From an optimization exercise on the open Yosys and OpenROAD flow, aimed at small area, a short achievable clock period and few clock cycles per item; shortcuts taken in it are not production practice.
Power figures rest on the tool's default switching activity, not on a simulated workload.

==> 08-05: inputs <==
// jmp
module jmp (
    input  wire        clk,
    input  wire        rst,           
    input  wire        load,
    input  wire [31:0] load_size,
    input  wire        start,
    input  wire        setq,
    input  wire [7:0]  setq_val,
    output wire        mem_re,
    output wire [31:0] mem_addr,
    input  wire [7:0]  mem_rdata,
    output wire        qt_we,
    output wire [10:0] qt_addr,
    output wire [7:0]  qt_wdata,
    output wire [15:0] status,
    output wire [31:0] size_o,
    output wire [7:0]  qfactor,
    output wire [31:0] offset_o,
    output wire [7:0]  width_blocks,
    output wire [7:0]  height_blocks,
    output wire [7:0]  type_o,
    output wire        precision,
    output wire [15:0] restart_interval,
    output wire [31:0] header_len,
    output wire [31:0] scan_off,
    output wire [31:0] scan_len
);
export LEC_CHECK = 0
export CAP_MARGIN = 20
export CORE_MARGIN = 2
export CORE_UTILIZATION = 40
export SETUP_SLACK_MARGIN = 4.3
export SLEW_MARGIN = 20
create_clock -name core_clock -period 8.0 [get_ports {clk}]
standard.sh (not shown) runs the stock make flow with config.mk's settings and CLKGATE_MAP_FILE= SYNTH_SCRIPT=/design/flow/synth_recipe.tcl, a recipe that flattens the netlist after the stock synthesis.
==> flow/flow/run.sh <==
#!/bin/bash
# The standard layout (the standard.sh: standard synthesis, floorplan, place, CTS, route,
# finish), with the I/O port buffers made from sky130_fd_sc_hd__buf_2 instead of the default
# cell buffer_ports picks. Every port still gets its own buffer.
set -euo pipefail
bash standard.sh "BUFFER_PORTS_ARGS=-buffer_cell sky130_fd_sc_hd__buf_2" finish > standard_make.log 2>&1
==> inputs of 02-27, as changes to 08-05 <==
--- a/flow/design.v
+++ b/flow/design.v
@@ -85,25 +85,28 @@
     reg [10:0] qa;         
     reg        fj;         
     reg        ci;         
     reg        wr;         
     reg        l_is4, l_is17, l_lt4;    
     reg [7:0]  d;          
-    reg        p_live, p_v, p_b6, p_or7;      
+    reg        p_live, p_v, p_b6;             
+    reg [3:0]  p_or7;
     reg        d_live, d_v, d_f64, d_f128;    
-    wire [32:0] cmp;
-    jmp_add #(.W(32)) u_cmp (.a(size), .b(~a), .ci(ci), .s(cmp));
+    wire [32:0] cmp   = {1'b0, size} + {1'b0, ~a} + {32'd0, ci};
     wire        cmp_c = cmp[32];
-    wire [8:0]  jp_lo, jp_m0, jp_m1;
-    wire [16:0] jp_h1;
-    jmp_add #(.W(8))  u_jlo (.a(offset[7:0]),   .b(mem_rdata), .ci(1'b0), .s(jp_lo));
-    jmp_add #(.W(8))  u_jm0 (.a(offset[15:8]),  .b(d),         .ci(1'b0), .s(jp_m0));
-    jmp_add #(.W(8))  u_jm1 (.a(offset[15:8]),  .b(d),         .ci(1'b1), .s(jp_m1));
-    jmp_add #(.W(16)) u_jh1 (.a(offset[31:16]), .b(16'd0),     .ci(1'b1), .s(jp_h1));
-    wire [8:0]  jp_m   = jp_lo[8] ? jp_m1 : jp_m0;
-    wire [31:0] jp     = {jp_m[8] ? jp_h1[15:0] : offset[31:16], jp_m[7:0], jp_lo[7:0]};
+    wire [8:0]  pp_m;
+    wire [16:0] off_h1;
+    jmp_add #(.W(8))  u_ppm (.a(offset[15:8]),  .b(mem_rdata), .ci(1'b0), .s(pp_m));
+    jmp_add #(.W(16)) u_oh1 (.a(offset[31:16]), .b(16'd0),     .ci(1'b1), .s(off_h1));
+    wire [31:0] pp = {pp_m[8] ? off_h1[15:0] : offset[31:16], pp_m[7:0], offset[7:0]};
+    wire        pp_load = bsy && (ph == S_CODE || (ph == S_LHI && !d_live));
+    wire [8:0]  jp_lo;
+    wire [32:0] sl_h1;
+    jmp_add #(.W(8))  u_jlo (.a(sl[7:0]),         .b(mem_rdata), .ci(1'b0), .s(jp_lo));
+    jmp_add #(.W(32)) u_sh1 (.a({8'd0, sl[31:8]}), .b(32'd0),    .ci(1'b1), .s(sl_h1));
+    wire [31:0] jp = {jp_lo[8] ? sl_h1[23:0] : sl[31:8], jp_lo[7:0]};
     wire [32:0] a_inc;
     jmp_add #(.W(32)) u_inc (.a(a), .b(32'd0), .ci(1'b1), .s(a_inc));
     wire [15:0] lfull = {len[15:8], d};
     wire        hd128   = (d[7:4] != 4'd0);
     wire        r_ge67  = (|len[15:7]) | (len[6] & ((|len[5:2]) | (len[1] & len[0])));
     wire        r_ge131 = (|len[15:8]) | (len[7] & ((|len[6:2]) | (len[1] & len[0])));
@@ -138,21 +141,23 @@
     end
     always @(posedge clk) begin
         d      <= mem_rdata;
         p_live <= bsy && !jump && !jump1 && !hold;
         p_v    <= cmp_c;
         p_b6   <= cmp[6];
-        p_or7  <= |cmp[31:7];
+        p_or7  <= {|cmp[31:24], |cmp[23:16], |cmp[15:8], cmp[7]};
         d_live <= p_live && !jump;
         d_v    <= p_v;
-        d_f64  <= p_v && (p_or7 || p_b6);
-        d_f128 <= p_v && p_or7;
+        d_f64  <= p_v && ((|p_or7) || p_b6);
+        d_f128 <= p_v && (|p_or7);
     end
     always @(posedge clk) begin
         if (ci)
             sl <= cmp[31:0];
+        else if (pp_load)
+            sl <= pp;
     end
     always @(posedge clk) begin
         if (rst) begin
             st   <= ST_IDLE;
             bsy  <= 1'b0;
             size <= 32'd0;
==> flow/flow/run.sh (replaced) <==
#!/bin/bash
# The standard layout (the standard.sh: standard synthesis, floorplan, place, CTS, route,
# finish), with the I/O port buffers made from sky130_fd_sc_hd__buf_1 instead of the default
# cell buffer_ports picks. Every port still gets its own buffer.
set -euo pipefail
bash standard.sh "BUFFER_PORTS_ARGS=-buffer_cell sky130_fd_sc_hd__buf_1" finish > standard_make.log 2>&1
==> flow/config.mk (replaced) <==
export PLATFORM = sky130hd
export DESIGN_NAME = jmp
export DESIGN_NICKNAME = jmp
export VERILOG_FILES = /design/flow/design.v
export SDC_FILE = /design/flow/constraint.sdc
export NUM_CORES = 4
export LEC_CHECK = 0
export CAP_MARGIN = 20
export CORE_MARGIN = 2
export CORE_UTILIZATION = 55
export CTS_BUF_LIST = sky130_fd_sc_hd__clkbuf_8
export PLACE_DENSITY = 0.65
export SETUP_SLACK_MARGIN = 4.3
export SLEW_MARGIN = 20
==> notes <==
Of 02-27 and 08-05, 08-05 has the higher total power (gap 2.2%, measured against 08-05). Against 08-05, the hold slack of 02-27 is lower by 53 ps. Between 02-27 and 08-05, the lower critical path depth is in 02-27 (gap 2). Worst setup slack: 08-05 is worse than 02-27 (480 ps). Clock power: 08-05 is larger than 02-27 (about 10%).
No functional check of the RTL was part of any run of this note.

-- separate check: timing with driven ports --
No port has a modelled driver above. Below, the same layouts with a new extraction and two added sets of constraints.
Step 1 (the two cells are an assumption about what drives the block):
set clk [get_ports {clk}]
set_driving_cell -lib_cell sky130_fd_sc_hd__clkbuf_16 $clk
set_driving_cell -lib_cell sky130_fd_sc_hd__buf_2 [delete_from_list [all_inputs] $clk]
Step 2, shift: input delay + t, output delay - t, t = (earliest + latest rising clock arrival at the registers) / 2. This alone moves slack from input paths to output paths.
a / b / c = no drivers / after step 1 / after step 2; a / b = the first two.
| run | shift t [ns] | setup slack, ns | hold slack, ns | worst register clock-pin slew, ns | worst slew at a driven data input, ns |
|---|---|---|---|---|---|
| 08-05 | 0.613 | 3.852 / 3.864 / 3.251 | 0.445 / 0.445 / 0.445 | 0.06 / 0.06 | 0.07 |
| 02-27 | 0.635 | 4.332 / 4.350 / 3.715 | 0.392 / 0.392 / 0.392 | 0.07 / 0.07 | 0.04 |
After both steps setup and hold are still met in every run listed. For 02-27, which loses most, drivers alone change the setup slack by +0.018 ns; drivers and shift together by -0.617 ns.
